What follows belongs to an exercise in optimizing a design on an open flow for small area; a production flow would make more cautious choices. In this exercise RTL edits were held to simulation tests only and were not proved equivalent to the original. The flow treats the clock pin as an ideal source, which a real chip does not have.

==> exp/tundra <==
## fsync
module fsync (
    input  wire        clk,
    input  wire        rst,            
    input  wire        in_valid,
    input  wire [7:0]  in_data,
    output wire        in_ready,
    input  wire        fsm_reset,      
    input  wire        stat_clr,       
    output wire        ev_valid,
    input  wire        ev_ready,
    output wire [1:0]  ev_type,        
    output wire [1:0]  ev_version,
    output wire [7:0]  ev_direction,
    output wire [15:0] ev_code,
    output wire [15:0] ev_size,
    output wire [7:0]  ev_data,
    output wire        err_resource
);
==> flow/config.mk <==
export PLATFORM = sky130hd
export DESIGN_NAME = fsync
export DESIGN_NICKNAME = fsync
export VERILOG_FILES = /design/flow/design.v
export SDC_FILE = /design/flow/constraint.sdc
export NUM_CORES = 4
export LEC_CHECK = 0
export CAP_MARGIN = 20
export CORE_MARGIN = 2
export CORE_UTILIZATION = 40
export SLEW_MARGIN = 20
==> flow/constraint.sdc <==
create_clock -name core_clock -period 10.0 [get_ports {clk}]
set_input_delay 2.0000 -clock core_clock [delete_from_list [all_inputs] [get_ports {clk}]]
set_output_delay 2.0000 -clock core_clock [all_outputs]
set_load 0.01 [all_outputs]
standard.sh (not shown) runs the stock make flow with config.mk's settings and CLKGATE_MAP_FILE= SYNTH_SCRIPT=/design/flow/synth_recipe.tcl, a recipe that flattens the netlist after the stock synthesis.
==> flow/flow/run.sh <==
#!/bin/bash
set -euo pipefail
cd "$(dirname "$0")/.."
export CTS_ARGS="-sink_clustering_enable -repair_clock_nets -sink_clustering_size 34 -sink_clustering_max_diameter 80 -buf_list sky130_fd_sc_hd__clkbuf_16 -dont_use_dummy_load"
export BUFFER_PORTS_ARGS="-buffer_cell sky130_fd_sc_hd__buf_1"
R=orfs/results/${FLOW_PLATFORM:-sky130hd}/fsync/base
bash standard.sh synth > standard_synth.log 2>&1
cp "$R/1_2_yosys.v" standard_1_2_yosys.v
YOSYS=$(command -v yosys || echo "$FLOW_HOME/../tools/install/yosys/bin/yosys")
REMAP_LIB="$FLOW_HOME/platforms/${FLOW_PLATFORM:-sky130hd}/lib/sky130_fd_sc_hd__tt_025C_1v80.lib" \
REMAP_IN=standard_1_2_yosys.v REMAP_OUT=remapped.v REMAP_TOP="${FLOW_TOP:-fsync}" \
  "$YOSYS" -c flow/remap.tcl > yosys_remap.log 2>&1
cp remapped.v "$R/1_2_yosys.v"
touch "$R/1_2_yosys.v"
bash standard.sh finish > standard_finish.log 2>&1
==> flow/flow/remap.tcl <==
# Re-map the combinational logic of the standard synthesis netlist for area.
# Flip-flop cells are black boxes, so every register keeps the instance name
# and cell type the standard synthesis gave it; only the gates between the
# registers are re-mapped for area (ABC: deepsyn restructuring, then choice
# computation and area-oriented mapping; without the speed script's buffering
# and up-sizing). Don't-use cells stay unused.
set lib $::env(REMAP_LIB)
yosys read_liberty -ignore_miss_func $lib
yosys blackbox sky130_fd_sc_hd__*df* sky130_fd_sc_hd__*dl*
yosys read_verilog $::env(REMAP_IN)
yosys hierarchy -top $::env(REMAP_TOP)
yosys flatten
yosys techmap
yosys opt -purge
set du {}
foreach c {sky130_fd_sc_hd__lpflow_bleeder_1 sky130_fd_sc_hd__lpflow_clkbufkapwr_1 sky130_fd_sc_hd__lpflow_clkbufkapwr_16 sky130_fd_sc_hd__lpflow_clkbufkapwr_2 sky130_fd_sc_hd__lpflow_clkbufkapwr_4 sky130_fd_sc_hd__lpflow_clkbufkapwr_8 sky130_fd_sc_hd__lpflow_clkinvkapwr_1 sky130_fd_sc_hd__lpflow_clkinvkapwr_16 sky130_fd_sc_hd__lpflow_clkinvkapwr_2 sky130_fd_sc_hd__lpflow_clkinvkapwr_4 sky130_fd_sc_hd__lpflow_clkinvkapwr_8 sky130_fd_sc_hd__lpflow_decapkapwr_12 sky130_fd_sc_hd__lpflow_decapkapwr_3 sky130_fd_sc_hd__lpflow_decapkapwr_4 sky130_fd_sc_hd__lpflow_decapkapwr_6 sky130_fd_sc_hd__lpflow_decapkapwr_8 sky130_fd_sc_hd__lpflow_inputiso0n_1 sky130_fd_sc_hd__lpflow_inputiso0p_1 sky130_fd_sc_hd__lpflow_inputiso1n_1 sky130_fd_sc_hd__lpflow_inputiso1p_1 sky130_fd_sc_hd__lpflow_inputisolatch_1 sky130_fd_sc_hd__lpflow_isobufsrc_1 sky130_fd_sc_hd__lpflow_isobufsrc_16 sky130_fd_sc_hd__lpflow_isobufsrc_2 sky130_fd_sc_hd__lpflow_isobufsrc_4 sky130_fd_sc_hd__lpflow_isobufsrc_8 sky130_fd_sc_hd__lpflow_isobufsrckapwr_16 sky130_fd_sc_hd__lpflow_lsbuf_lh_hl_isowell_tap_1 sky130_fd_sc_hd__lpflow_lsbuf_lh_hl_isowell_tap_2 sky130_fd_sc_hd__lpflow_lsbuf_lh_hl_isowell_tap_4 sky130_fd_sc_hd__lpflow_lsbuf_lh_isowell_4 sky130_fd_sc_hd__lpflow_lsbuf_lh_isowell_tap_1 sky130_fd_sc_hd__lpflow_lsbuf_lh_isowell_tap_2 sky130_fd_sc_hd__lpflow_lsbuf_lh_isowell_tap_4 sky130_fd_sc_hd__probe_p_8 sky130_fd_sc_hd__probec_p_8 } { lappend du -dont_use $c }
yosys abc -script {+strash;&get,-n;&deepsyn,-T,30;&put;dch,-f;amap} -liberty $lib {*}$du
yosys setundef -zero
yosys hilomap -singleton -hicell sky130_fd_sc_hd__conb_1 HI -locell sky130_fd_sc_hd__conb_1 LO
yosys rename -hide w:*
yosys opt_clean -purge
yosys splitnets
yosys insbuf -buf sky130_fd_sc_hd__buf_1 A X
yosys opt_clean -purge
yosys rename -enumerate
yosys stat -liberty $lib
yosys write_verilog -noattr -noexpr -nohex -nodec $::env(REMAP_OUT)
==> exp/fjord (differences from exp/tundra) <==
--- a/flow/design.v
+++ b/flow/design.v
@@ -48,81 +48,79 @@
                    O_REJ  = 2'd3;
   reg [3:0]     fstate;
   reg [1:0]     ostate;
   reg           v2;           
   reg           dir21;        
   reg           dir3e;        
   reg [15:0]    code;
   reg [8:0]     size;         
-  reg [8:0]     cnt;          
+  reg [8:0]     index;        
   reg [7:0]     acc;          
   reg [RLB-1:0] phase;        
-  reg           dfull;        
+  reg [7:0]     dreg;         
+  reg           dfull;
   reg           err_res;
   wire       accept = in_valid && in_ready && !fsm_reset;
   wire [7:0] b      = in_data;
-  wire [7:0] acc_x    = acc ^ b;      
+  wire       first    = (fstate == S_V1_LENGTH) || (fstate == S_V2_FLAG);
+  wire [7:0] acc_x    = (first ? 8'h00 : acc) ^ b;
   wire [7:0] acc_crc;
   fsync_crc8_rom u_crc (.addr(acc_x), .data(acc_crc));
   wire [7:0] acc_next = v2 ? acc_crc : acc_x;
   wire       is_dir   = (b == 8'h3C) || (b == 8'h3E) || (b == 8'h21);
-  wire [8:0] cnt_inc   = cnt + 1'b1;
-  wire       cnt_end   = &cnt;
-  wire       slot_here = (phase == cnt[RLB-1:0]);
-  wire       size_lo0  = (size[7:0] == 8'h00);
-  wire [8:0] cnt_start = {~((fstate == S_V2_LEN_HI) ? b[0] : size[8]), ~size[7:0]};
+  wire [8:0] index_inc = index + 1'b1;
+  wire       slot_here = (phase == index[RLB-1:0]);
   wire [7:0] ring_out [0:NR-1];
   wire       wr_pay   = accept && (fstate == S_PAYLOAD);
   genvar r;
   generate
     for (r = 0; r < NR; r = r + 1) begin : g_ring
       reg  [8*RL-1:0] slot;    
-      wire            we = wr_pay && ((cnt[7:0] >> RLB) == r);
+      wire            we = wr_pay && ((index[7:0] >> RLB) == r);
       always @(posedge clk)
         slot <= {slot[8*RL-9:0], we ? b : slot[8*RL-1:8*RL-8]};
       assign ring_out[r] = slot[8*RL-1:8*RL-8];
     end
   endgenerate
   always @(posedge clk) begin
     if (rst) phase <= {RLB{1'b0}};
     else     phase <= phase + 1'b1;
   end
   wire check   = accept && (fstate == S_CKS);
-  wire match   = (acc_x == 8'h00);    
-  wire good    = check && match;
-  wire bad     = check && !match;
+  wire good    = check && (b == acc);
+  wire bad     = check && (b != acc);
   wire ev_fire = ev_valid && ev_ready;
-  wire rd_more = !cnt_end;
+  wire rd_more = (index != size);
   wire load    = (ostate == O_HDR || ostate == O_PAY) && rd_more && slot_here &&
                  (!dfull || (ostate == O_PAY && ev_fire));
   always @(posedge clk) begin
     if (rst) begin
       fstate  <= S_IDLE;
       ostate  <= O_IDLE;
       dfull   <= 1'b0;
       err_res <= 1'b0;
     end else begin
       case (ostate)
         O_IDLE:
           if (good) begin
             ostate <= O_HDR;
-            cnt    <= cnt_start;
+            index  <= 9'd0;
           end else if (bad)
             ostate <= O_REJ;
         O_HDR:
-          if (ev_fire) ostate <= rd_more ? O_PAY : O_IDLE;
+          if (ev_fire) ostate <= (size == 9'd0) ? O_IDLE : O_PAY;
         O_PAY:
           if (ev_fire && !rd_more) ostate <= O_IDLE;
         O_REJ:
           if (ev_fire) ostate <= O_IDLE;
       endcase
       if (load) begin
-        acc   <= ring_out[cnt[7:0] >> RLB];
-        cnt   <= cnt_inc;
+        dreg  <= ring_out[index[7:0] >> RLB];
+        index <= index_inc;
         dfull <= 1'b1;
       end else if (ostate == O_PAY && ev_fire)
         dfull <= 1'b0;
       if (stat_clr)
         err_res <= 1'b0;
       if (fsm_reset) begin
         fstate <= S_IDLE;
       end else if (accept) begin
@@ -136,34 +134,33 @@
               fstate <= S_DIRECTION;
             end else if (b == 8'h58) begin
               v2     <= 1'b1;
               fstate <= S_DIRECTION;
             end else
               fstate <= S_IDLE;
           S_DIRECTION:
             if (is_dir) begin
-              acc    <= 8'h00;
               dir21  <= (b == 8'h21);
               dir3e  <= (b == 8'h3E);
               fstate <= v2 ? S_V2_FLAG : S_V1_LENGTH;
             end else
               fstate <= S_IDLE;
           S_V1_LENGTH: begin
             size   <= {1'b0, b};
+            index  <= 9'd0;
             fstate <= S_V1_CODE;
           end
           S_V1_CODE: begin
             code   <= {8'h00, b};
-            cnt    <= cnt_start;
-            fstate <= size_lo0 ? S_CKS : S_PAYLOAD;
+            fstate <= (size == 9'd0) ? S_CKS : S_PAYLOAD;
           end
           S_PAYLOAD: begin
-            cnt <= cnt_inc;
-            if (&cnt_inc) fstate <= S_CKS;
+            index <= index_inc;
+            if (index_inc == size) fstate <= S_CKS;
           end
           S_CKS:
             fstate <= S_IDLE;
           S_V2_FLAG:
             fstate <= S_V2_CODE_LO;
           S_V2_CODE_LO: begin
             code[7:0] <= b;
             fstate    <= S_V2_CODE_HI;
@@ -172,20 +169,20 @@
             code[15:8] <= b;
             fstate     <= S_V2_LEN_LO;
           end
           S_V2_LEN_LO: begin
             size   <= {1'b0, b};
             fstate <= S_V2_LEN_HI;
           end
           S_V2_LEN_HI: begin
-            cnt <= cnt_start;
+            index <= 9'd0;
             if (b == 8'h00)
-              fstate <= size_lo0 ? S_CKS : S_PAYLOAD;
-            else if (b == 8'h01 && size_lo0) begin
+              fstate <= (size[7:0] == 8'h00) ? S_CKS : S_PAYLOAD;
+            else if (b == 8'h01 && size[7:0] == 8'h00) begin
               size[8] <= 1'b1;
               fstate  <= S_PAYLOAD;
             end else begin
               err_res <= 1'b1;
               fstate  <= S_IDLE;
             end
           end
           default:
@@ -196,11 +193,11 @@
   end
   assign in_ready     = (ostate == O_IDLE) && (fstate != S_PAYLOAD || slot_here);
   assign ev_valid     = (ostate == O_HDR) || (ostate == O_REJ) || (ostate == O_PAY && dfull);
   assign ev_type      = {ostate == O_REJ, ostate == O_PAY};
   assign ev_version   = {v2, !v2};
   assign ev_direction = {2'b00, 1'b1, {3{!dir21}}, dir3e, dir21};
   assign ev_code      = code;
   assign ev_size      = {7'd0, size};
-  assign ev_data      = acc;
+  assign ev_data      = dreg;
   assign err_resource = err_res;
 endmodule
==> flow/run.sh (new file) <==
#!/bin/bash
# synth_recipe.tcl (not shown) runs the flow's synth.tcl, then flattens the netlist and writes it again
# the make line also repeats each setting of config.mk as NAME=value (left out here)
make -C /OpenROAD-flow-scripts/flow DESIGN_CONFIG=/design/flow/config.mk WORK_HOME=/design/flow/orfs CLKGATE_MAP_FILE= SYNTH_SCRIPT=/design/flow/synth_recipe.tcl finish
removed: flow/flow/run.sh
removed: flow/flow/remap.tcl
removed: flow/standard.sh
==> Flow_metrics.wiki <==
{| class="wikitable"
! Metric !! Value
|-
| Run status || no timing/DRC/antenna violations
|-
| Reg2Reg Depth || 17
|-
| Overall fraction of global-route tracks in use || 0.0904
|-
| Area growth from synthesis to layout || 8.99%
|-
| Initial core utilization || 0.405
|}
-- figures above: exp/tundra

==> Flow_metrics.wiki <==
{| class="wikitable"
! Metric !! Value
|-
| Run status || no timing/DRC/antenna violations
|-
| Final-layout fill cell count || between 9000 and 10000
|-
| Number of flip-flops and latches || 2117
|-
| Reg2Reg Depth || 5
|-
| Initial core utilization || 0.403
|-
| Overall fraction of global-route tracks in use || 0.0986
|-
| Area growth from synthesis to layout || 18.7%
|-
| Post-Route Utilization || 0.479
|-
| Initial DRC Count || 760
|}
-- figures above: exp/fjord

[port drivers added, routing unchanged]
How much do the figures lean on ideal ports? The routed layouts below were timed once more, with nothing changed but the port constraints.
Step 1: set_driving_cell puts a clkbuf_16 on clk and a buf_2 on each other input, an assumption about the parent block.
Step 2 adds t to the input delays and takes it off the output delays; t is the mean of the earliest and latest rising clock arrival at the registers after step 1. Input paths then give back, and output paths get back, about the clock's delay inside the block.
Three values: no drivers, after step 1, after step 2; two values: the first two.
| run | t (ns) | slack for setup (ns) | worst setup path at the end | latest minus earliest clock arrival (ns) |
|---|---|---|---|---|
| exp/tundra | 0.677 | 4.402 / 4.402 / 4.162 | input to register | 0.071 / 0.071 |
| exp/fjord | 0.801 | 5.069 / 5.011 / 5.192 | input to register | 0.023 / 0.023 |
After both steps every run listed still meets setup and hold. The setup slack of exp/tundra, which loses most, moves by 0.000 ns with the drivers and by -0.240 ns with both steps.
